This design comes from an exercise in tuning for small area, a short achievable clock period and few clock cycles per item on the open sky130 flow, not from production work.

==> flow/design.v <==
module fpdiv #(
    parameter integer K = 2             
) (
    input  wire        clk,
    input  wire        rst,           
    input  wire        in_valid,
    output wire        in_ready,
    input  wire [31:0] in_a,          
    input  wire [31:0] in_b,          
    output reg         out_valid,
    output reg  [31:0] out_result
);
    localparam integer NS = 24 / K;   
    localparam [1:0] C_FIN  = 2'd0;
    localparam [1:0] C_ZERO = 2'd1;
    localparam [1:0] C_INF  = 2'd2;
    localparam [1:0] C_NAN  = 2'd3;
    reg        rdy_q;                 
    reg        v0;
    reg        s0;                    
    reg  [7:0] ea0, eb0;
    reg [23:0] ma0, mb0;              
    reg        az0, bz0;              
    reg signed [5:0] c0;              
    assign in_ready = rdy_q;
    wire in_az = (in_a[30:0] == 31'd0);
    wire in_bz = (in_b[30:0] == 31'd0);
    wire in_ha = (in_a[30:23] != 8'd0);
    wire in_hb = (in_b[30:23] != 8'd0);
    wire need_a = ~ma0[23] & ~az0;
    wire need_b = ~mb0[23] & ~bz0;
    always @(posedge clk) begin
        if (rdy_q) begin
            s0  <= in_a[31] ^ in_b[31];
            ea0 <= in_a[30:23];
            eb0 <= in_b[30:23];
            ma0 <= {in_ha, in_a[22:0]};
            mb0 <= {in_hb, in_b[22:0]};
            az0 <= in_az;
            bz0 <= in_bz;
            c0  <= 6'sd0;
        end else begin
            if (need_a) ma0 <= {ma0[22:0], 1'b0};
            if (need_b) mb0 <= {mb0[22:0], 1'b0};
            c0 <= c0 + (need_b ? 6'sd1 : 6'sd0) - (need_a ? 6'sd1 : 6'sd0);
        end
    end
    always @(posedge clk) begin
        if (rst) begin
            rdy_q <= 1'b1;
            v0    <= 1'b0;
        end else if (rdy_q) begin
            v0    <= in_valid;
            rdy_q <= ~in_valid | (in_ha | in_az) & (in_hb | in_bz);
        end else begin
            rdy_q <= ~(need_a & ~ma0[22]) & ~(need_b & ~mb0[22]);
        end
    end
    wire v0_go = v0 & rdy_q;
    wire a_nan = (ea0 == 8'hFF) & (ma0[22:0] != 23'd0);
    wire b_nan = (eb0 == 8'hFF) & (mb0[22:0] != 23'd0);
    wire a_inf = (ea0 == 8'hFF) & (ma0[22:0] == 23'd0);
    wire b_inf = (eb0 == 8'hFF) & (mb0[22:0] == 23'd0);
    wire [24:0] d_1 = {1'b0, ma0} - {1'b0, mb0};           
    wire [24:0] d_2 = {ma0, 1'b0} - {1'b0, mb0};           
    wire        a_lt_b = d_1[24];
    wire [23:0] r1 = a_lt_b ? d_2[23:0] : d_1[23:0];
    wire signed [9:0] xa = (ea0 == 8'd0) ? 10'sd1 : $signed({2'b00, ea0});
    wire signed [9:0] xb = (eb0 == 8'd0) ? 10'sd1 : $signed({2'b00, eb0});
    wire signed [9:0] e_hi = xa - xb + {{4{c0[5]}}, c0} + 10'sd127;
    wire signed [9:0] e_lo = e_hi - 10'sd1;
    wire signed [9:0] e1 = a_lt_b ? e_lo : e_hi;
    wire e_ovf = a_lt_b ? (e_lo > 10'sd254) : (e_hi > 10'sd254);
    wire e_unf = a_lt_b ? (e_lo < -10'sd23) : (e_hi < -10'sd23);
    reg [1:0] cls1;
    always @(*) begin
        if (a_nan | b_nan | (a_inf & b_inf) | (az0 & bz0)) cls1 = C_NAN;
        else if (a_inf | bz0)                               cls1 = C_INF;
        else if (b_inf | az0)                               cls1 = C_ZERO;
        else if (e_ovf)                                     cls1 = C_INF;
        else if (e_unf)                                     cls1 = C_ZERO;
        else                                                cls1 = C_FIN;
    end
    localparam integer NP = NS + 2;
    reg [NP-1:0]      v_p;
    reg [NP-1:0]      s_p;
    reg [2*NP-1:0]    c_p;
    reg [9*NP-1:0]    e_p;
    reg [23*NP-1:0]   b_p;
    reg [24*NP-1:0]   r_p;
    reg [24*NP-1:0]   q_p;
    wire [24*NP-1:0] r_n;
    wire [K*NP-1:0]  q_n;
    genvar g;
    generate
        for (g = 1; g <= NS; g = g + 1) begin : st
            reg [23:0]    r;
            reg [K-1:0]   qb;
            reg [25:0]    t;
            integer       i;
            always @(*) begin
                r = r_p[24*g +: 24];
                for (i = 0; i < K; i = i + 1) begin
                    t = {1'b0, r, 1'b0} - {2'b01, b_p[23*g +: 23]};
                    qb[K-1-i] = ~t[25];
                    r = t[25] ? {r[22:0], 1'b0} : t[23:0];
                end
            end
            assign r_n[24*g +: 24] = r;
            assign q_n[K*g +: K]   = qb;
        end
    endgenerate
    integer n;
    always @(posedge clk) begin
        if (rst) v_p <= {NP{1'b0}};
        else     v_p <= {v_p[NP-2:1], v0_go, 1'b0};
        s_p[1]        <= s0;
        c_p[2 +: 2]   <= cls1;
        e_p[9 +: 9]   <= e1[8:0];
        b_p[23 +: 23] <= mb0[22:0];
        r_p[24 +: 24] <= r1;
        q_p[24 +: 24] <= 24'd0;
        for (n = 1; n <= NS; n = n + 1) begin
            s_p[n+1]             <= s_p[n];
            c_p[2*(n+1) +: 2]    <= c_p[2*n +: 2];
            e_p[9*(n+1) +: 9]    <= e_p[9*n +: 9];
            b_p[23*(n+1) +: 23]  <= b_p[23*n +: 23];
            r_p[24*(n+1) +: 24]  <= r_n[24*n +: 24];
            q_p[24*(n+1) +: 24]  <= {q_p[24*n +: 24-K], q_n[K*n +: K]};
        end
    end
    wire        vf  = v_p[NS+1];
    wire        sf  = s_p[NS+1];
    wire [1:0]  cf  = c_p[2*(NS+1) +: 2];
    wire signed [8:0] ef = e_p[9*(NS+1) +: 9];
    wire [23:0] qf  = q_p[24*(NS+1) +: 24];    
    wire        stk0 = (r_p[24*(NS+1) +: 24] != 24'd0);
    wire        subn = (ef < 9'sd1);
    wire [4:0]  sh   = subn ? (5'd1 - ef[4:0]) : 5'd0;    
    wire [24:0] x    = {1'b1, qf};
    wire [49:0] xs   = {x, 25'd0} >> sh;
    wire [23:0] m    = xs[49:26];
    wire        gb   = xs[25];
    wire        stk  = stk0 | (xs[24:0] != 25'd0);
    wire        rnd  = gb & (stk | m[0]);
    wire [7:0]  ef8  = subn ? 8'd0 : ef[7:0];
    wire [30:0] pk   = {ef8, m[22:0]} + {30'd0, rnd};
    reg  [31:0] res;
    always @(*) begin
        case (cf)
            C_FIN:   res = {sf, pk};
            C_ZERO:  res = {sf, 31'd0};
            C_INF:   res = {sf, 8'hFF, 23'd0};
            default: res = 32'h7FC00000;
        endcase
    end
    always @(posedge clk) begin
        if (rst) out_valid <= 1'b0;
        else     out_valid <= vf;
        out_result <= res;
    end
endmodule
Settings: LEC_CHECK=0, CAP_MARGIN=20, CORE_MARGIN=2, CORE_UTILIZATION=40, SLEW_MARGIN=20; clock period 10.0 ns.
run.sh (not shown) runs the stock make flow with config.mk's settings and CLKGATE_MAP_FILE= SYNTH_SCRIPT=/design/flow/synth_recipe.tcl, a recipe that flattens the netlist after the stock synthesis.
Next try:
--- a/flow/design.v
+++ b/flow/design.v
@@ -1,7 +1,7 @@
 module fpdiv #(
-    parameter integer K = 2             
+    parameter integer K = 1             
 ) (
     input  wire        clk,
     input  wire        rst,           
     input  wire        in_valid,
     output wire        in_ready,
=>
- final area climbs by a quarter to a third
- die area climbs by a quarter to a third
- cell count climbs by about a fifth
- critical path depth drops by 10
- clock skew drops by 0.038 ns
- fmax climbs by well over a third
- worst hold slack gets better by 0.025 ns
- via count climbs by about a fifth
- setup slack gets better by 2.3 ns
- clock-buffer cell count climbs by 111
- area after synthesis climbs by a quarter to a third
- non-clock buffer count drops by 9
No functional check of the RTL was part of any run of this note.

## static timing again, ports no longer ideal
The flow's constraints put no driver on any port. The routed layouts listed below were extracted and timed again, unchanged, in two steps. Step 1: set_driving_cell puts a clkbuf_16 on clk and a buf_2 on each other input, an assumption about the parent block. Step 2, shift: input delay + t, output delay - t, t = (earliest + latest rising clock arrival at the registers) / 2. This alone moves slack from input paths to output paths. a / b / c = ideal / step 1 / step 2; a / b = the first two.
| run | t, ns | setup slack, ns | hold slack, ns | slew at the worst register clock pin (ns) | worst slew at a driven data input, ns |
|---|---|---|---|---|---|
| the first run | 0.810 | 2.164 / 2.164 / 2.164 | 0.275 / 0.275 / 0.275 | 0.07 / 0.07 | 0.04 |
| the second run | 0.898 | 4.505 / 4.505 / 4.505 | 0.300 / 0.300 / 0.300 | 0.07 / 0.07 | 0.07 |
After both steps every run listed still meets setup and hold.
